Background: an optimization exercise with open tools, aiming at small area, a short achievable clock period and few clock cycles per item. Do not read the settings as production practice. Where RTL was checked, it was by simulation tests only, not by an equivalence proof against the original. No activity file was given, so power comes from the tool's default toggle rates.

==> module sym_engine, before the edit <==
module sym_engine (
    input  wire        clk,
    input  wire        rst,
    input  wire        cmd_valid,
    output wire        cmd_ready,
    input  wire [63:0] cmd_word,
    output wire        rsp_valid,
    input  wire        rsp_ready,
    output wire [63:0] rsp_word
);
  localparam [7:0] OP_SETDIM  = 8'h10;
  localparam [7:0] OP_SETMODE = 8'h11;
  localparam [7:0] OP_MAP     = 8'h12;
  reg [8:0] dim_w;    
  reg [8:0] dim_h;    
  reg [2:0] mode;     
  reg       o_valid;
  reg       o_res;    
  reg       o_last;   
  reg [7:0] o_op;
  reg       o_err, o_dim, o_mode, o_map;
  reg [7:0] o_px, o_py;   
  reg [3:0] o_rm;     
  reg [1:0] o_j;
  assign cmd_ready = !o_valid || (rsp_ready && o_last);
  wire accept = cmd_valid && cmd_ready;
  wire take   = o_valid && rsp_ready;
  wire [7:0] op  = cmd_word[63:56];
  wire       rsv = cmd_word[55:32] != 24'd0;
  wire [15:0] xs = cmd_word[15:0];
  wire [15:0] ys = cmd_word[31:16];
  wire is_dim  = op == OP_SETDIM && !rsv;
  wire is_mode = op == OP_SETMODE && !rsv && cmd_word[31:3] == 29'd0 &&
                 cmd_word[2:0] != 3'd7;
  wire is_map  = op == OP_MAP && !rsv;
  function [8:0] clamp_dim;
    input [15:0] v;
    begin
      if (v[15] || v == 16'd0)                      clamp_dim = 9'd1;
      else if (v[14:9] != 6'd0 || (v[8] && v[7:0] != 8'd0)) clamp_dim = 9'd256;
      else                                          clamp_dim = v[8:0];
    end
  endfunction
  function sum1_eq;
    input [7:0] a;
    input [7:0] b;
    input [8:0] c;
    reg [8:0] cin;    
    reg [8:0] cout;   
    integer k;
    begin
      for (k = 0; k < 8; k = k + 1) begin
        cin[k]  = a[k] ^ b[k] ^ c[k];
        cout[k] = (a[k] & b[k]) | ((a[k] ^ b[k]) & ~c[k]);
      end
      cin[8] = c[8];
      cout[8] = 1'b0;
      sum1_eq = cin[0] && (cin[8:1] == cout[7:0]);
    end
  endfunction
  wire [7:0] x  = xs[7:0];
  wire [7:0] y  = ys[7:0];
  wire       xz = xs[15:8] == 8'd0;
  wire       yz = ys[15:8] == 8'd0;
  wire in0 = xz && yz && ({1'b0, x} < dim_w) && ({1'b0, y} < dim_h);
  wire in1 = xz && yz && ({1'b0, y} < dim_w) && ({1'b0, x} < dim_h);
  wire cx  = dim_w[0] && dim_w[8:1] == {1'b0, x};    
  wire cy  = dim_h[0] && dim_h[8:1] == {1'b0, y};    
  wire dg  = x == y;                                 
  wire ad  = sum1_eq(x, y, dim_w) && sum1_eq(x, y, dim_h);
  reg [3:0] mask;
  always @(*) begin
    case (mode)
      3'd1:    mask = {2'b00, in0 && !cx, in0};
      3'd2:    mask = {1'b0, in0 && !cy, 1'b0, in0};
      3'd3:    mask = {in0 && !cx && !cy, in0 && !cy, in0 && !cx, in0};
      3'd4:    mask = {in0 && !(cx && cy), 2'b00, in0};
      3'd5:    mask = {in1 && !dg, 2'b00, in0};
      3'd6:    mask = {in1 && !ad, 2'b00, in0};
      default: mask = {3'b000, in0};
    endcase
  end
  function [3:0] drop1;    
    input [3:0] m;
    begin
      drop1 = {m[3] & (m[2] | m[1] | m[0]), m[2] & (m[1] | m[0]), m[1] & m[0], 1'b0};
    end
  endfunction
  function [1:0] lowest;   
    input [3:0] m;
    begin
      lowest = {!m[0] && !m[1], !m[0] && (m[1] || !m[2])};
    end
  endfunction
  wire [3:0] rs   = o_res ? o_rm : drop1(o_rm);      
  wire [1:0] prev = o_res ? 2'd0 : lowest(o_rm);
  wire [1:0] tgt  = lowest(rs);
  wire       fx   = prev[0] ^ tgt[0];
  wire       fy   = prev[1] ^ tgt[1];
  wire       rs_one = rs != 4'd0 && drop1(rs) == 4'd0;
  wire m5 = mode == 3'd5;
  wire m6 = mode == 3'd6;
  wire [8:0] sb = dim_w + {1'b0, ~(m6 ? o_py : o_px)};    
  wire [8:0] sd = dim_h + {1'b0, ~(m6 ? o_px : o_py)};    
  wire [7:0] nx = m5 ? o_py : sb[7:0];
  wire [7:0] ny = m5 ? o_px : sd[7:0];
  always @(posedge clk) begin
    if (rst) begin
      o_valid <= 1'b0;
      dim_w   <= 9'd1;
      dim_h   <= 9'd1;
      mode    <= 3'd0;
    end else if (accept) begin
      o_valid <= 1'b1;
      if (is_dim) begin
        dim_w <= clamp_dim(xs);
        dim_h <= clamp_dim(ys);
      end
      if (is_mode) mode <= cmd_word[2:0];
    end else if (take && o_last) begin
      o_valid <= 1'b0;
    end
  end
  always @(posedge clk) begin
    if (accept) begin
      o_res  <= 1'b1;
      o_last <= !(is_map && mask != 4'd0);
      o_op   <= op;
      o_err  <= !(is_dim || is_mode || is_map);
      o_dim  <= is_dim;
      o_mode <= is_mode;
      o_map  <= is_map;
      o_px   <= x;
      o_py   <= y;
      o_rm   <= mask;
      o_j    <= 2'd0;
    end else if (take) begin
      o_res  <= 1'b0;
      o_last <= rs_one;
      o_rm   <= rs;
      if (!o_res) o_j <= o_j + 2'd1;
      if (fx) o_px <= nx;
      if (fy) o_py <= ny;
    end
  end
  wire [2:0] n = o_rm[0] + o_rm[1] + o_rm[2] + o_rm[3];
  wire [8:0] pay_lo = (o_dim ? dim_w : 9'd0) |
                      (o_mode ? {6'd0, mode} : 9'd0) |
                      (o_map ? {6'd0, n} : 9'd0);
  wire [8:0] pay_hi = o_dim ? dim_h : 9'd0;
  assign rsp_valid = o_valid;
  assign rsp_word = o_res ?
      {o_op, 3'd0, o_err, 4'd0, 23'd0, pay_hi, 7'd0, pay_lo} :
      {OP_MAP, 4'd0, 4'd1, 28'd0, o_last, 1'b0, o_j, o_py, o_px};
endmodule
export LEC_CHECK = 0
export CAP_MARGIN = 20
export CORE_MARGIN = 2
export CORE_UTILIZATION = 40
export SLEW_MARGIN = 20
create_clock -name core_clock -period 9.0 [get_ports {clk}]
run.sh (not shown) runs the stock make flow with config.mk's settings and CLKGATE_MAP_FILE= SYNTH_SCRIPT=/design/flow/synth_recipe.tcl, a recipe that flattens the netlist after the stock synthesis.
Next try:
--- a/flow/design.v
+++ b/flow/design.v
@@ -17,11 +17,11 @@
   reg       o_valid;
   reg       o_res;    
   reg       o_last;   
   reg [7:0] o_op;
   reg       o_err, o_dim, o_mode, o_map;
-  reg [7:0] o_px, o_py;   
+  reg [7:0] o_a, o_c;
   reg [3:0] o_rm;     
   reg [1:0] o_j;
   assign cmd_ready = !o_valid || (rsp_ready && o_last);
   wire accept = cmd_valid && cmd_ready;
   wire take   = o_valid && rsp_ready;
@@ -78,34 +78,14 @@
       3'd5:    mask = {in1 && !dg, 2'b00, in0};
       3'd6:    mask = {in1 && !ad, 2'b00, in0};
       default: mask = {3'b000, in0};
     endcase
   end
-  function [3:0] drop1;    
-    input [3:0] m;
-    begin
-      drop1 = {m[3] & (m[2] | m[1] | m[0]), m[2] & (m[1] | m[0]), m[1] & m[0], 1'b0};
-    end
-  endfunction
-  function [1:0] lowest;   
-    input [3:0] m;
-    begin
-      lowest = {!m[0] && !m[1], !m[0] && (m[1] || !m[2])};
-    end
-  endfunction
-  wire [3:0] rs   = o_res ? o_rm : drop1(o_rm);      
-  wire [1:0] prev = o_res ? 2'd0 : lowest(o_rm);
-  wire [1:0] tgt  = lowest(rs);
-  wire       fx   = prev[0] ^ tgt[0];
-  wire       fy   = prev[1] ^ tgt[1];
-  wire       rs_one = rs != 4'd0 && drop1(rs) == 4'd0;
-  wire m5 = mode == 3'd5;
-  wire m6 = mode == 3'd6;
-  wire [8:0] sb = dim_w + {1'b0, ~(m6 ? o_py : o_px)};    
-  wire [8:0] sd = dim_h + {1'b0, ~(m6 ? o_px : o_py)};    
-  wire [7:0] nx = m5 ? o_py : sb[7:0];
-  wire [7:0] ny = m5 ? o_px : sd[7:0];
+  wire [3:0] rm_next  = o_rm & (o_rm - 4'd1);
+  wire       rm_one   = o_rm != 4'd0 && rm_next == 4'd0;
+  wire [3:0] rm_next2 = rm_next & (rm_next - 4'd1);
+  wire       rmn_one  = rm_next != 4'd0 && rm_next2 == 4'd0;
   always @(posedge clk) begin
     if (rst) begin
       o_valid <= 1'b0;
       dim_w   <= 9'd1;
       dim_h   <= 9'd1;
@@ -128,28 +108,40 @@
       o_op   <= op;
       o_err  <= !(is_dim || is_mode || is_map);
       o_dim  <= is_dim;
       o_mode <= is_mode;
       o_map  <= is_map;
-      o_px   <= x;
-      o_py   <= y;
+      o_a    <= x;
+      o_c    <= y;
       o_rm   <= mask;
       o_j    <= 2'd0;
     end else if (take) begin
-      o_res  <= 1'b0;
-      o_last <= rs_one;
-      o_rm   <= rs;
-      if (!o_res) o_j <= o_j + 2'd1;
-      if (fx) o_px <= nx;
-      if (fy) o_py <= ny;
+      if (o_res) begin
+        o_res  <= 1'b0;
+        o_last <= rm_one;
+      end else begin
+        o_last <= rmn_one;
+        o_rm   <= rm_next;
+        o_j    <= o_j + 2'd1;
+      end
     end
   end
+  wire m5 = mode == 3'd5;
+  wire m6 = mode == 3'd6;
+  wire [8:0] sb = dim_w + {1'b0, ~(m6 ? o_c : o_a)};    
+  wire [8:0] sd = dim_h + {1'b0, ~(m6 ? o_a : o_c)};    
+  wire [7:0] b  = m5 ? o_c : sb[7:0];
+  wire [7:0] d  = m5 ? o_a : sd[7:0];
+  wire xsel = !o_rm[0] && (o_rm[1] || !o_rm[2]);    
+  wire ysel = !o_rm[0] && !o_rm[1];                 
+  wire [7:0] px = xsel ? b : o_a;
+  wire [7:0] py = ysel ? d : o_c;
   wire [2:0] n = o_rm[0] + o_rm[1] + o_rm[2] + o_rm[3];
   wire [8:0] pay_lo = (o_dim ? dim_w : 9'd0) |
                       (o_mode ? {6'd0, mode} : 9'd0) |
                       (o_map ? {6'd0, n} : 9'd0);
   wire [8:0] pay_hi = o_dim ? dim_h : 9'd0;
   assign rsp_valid = o_valid;
   assign rsp_word = o_res ?
       {o_op, 3'd0, o_err, 4'd0, 23'd0, pay_hi, 7'd0, pay_lo} :
-      {OP_MAP, 4'd0, 4'd1, 28'd0, o_last, 1'b0, o_j, o_py, o_px};
+      {OP_MAP, 4'd0, 4'd1, 28'd0, o_last, 1'b0, o_j, py, px};
 endmodule
Outcome: The changed run completed with no timing, DRC or antenna violations. Setup slack got worse by 850 ps. Area after synthesis is lower by 1.9%. Core utilization is higher by 0.22 points. Design area is lower by 0.73%. Clock-buffer cell count is lower by 1. Sequential cell count is unchanged. Combinational power is lower by 15%. Via count is lower by 3.7%.
Testbench counts after the change, summed over its fixed seeds: cycles 6,396, items 3,200.
Only the layout flow was run in the first run of this note; the RTL was not checked for function there.

[static timing again, ports no longer ideal]
The results above use ideal ports. As a check the final layouts listed here were re-extracted and re-timed, cells and wires unchanged. Step 1: set_driving_cell puts a clkbuf_16 on clk and a buf_2 on each other input, an assumption about the parent block. Step 2 also shifts input and output timing later by t, the mid clock arrival at the registers, as if the neighbouring blocks saw the same clock. Slacks: ideal ports / drivers / drivers and shift; pairs: ideal ports / drivers.
run	shift t [ns]	slack for setup (ns)	worst hold slack (ns)	worst data-port slew with drivers (ns)
the first run	0.371	4.226 / 4.201 / 4.201	0.548 / 0.548 / 0.548	0.05
the second run	0.370	3.372 / 3.332 / 3.702	0.525 / 0.525 / 0.525	0.05
After both steps every run listed still meets setup and hold. For the first run, which loses most, drivers alone change the setup slack by -0.025 ns; drivers and shift together by -0.025 ns.
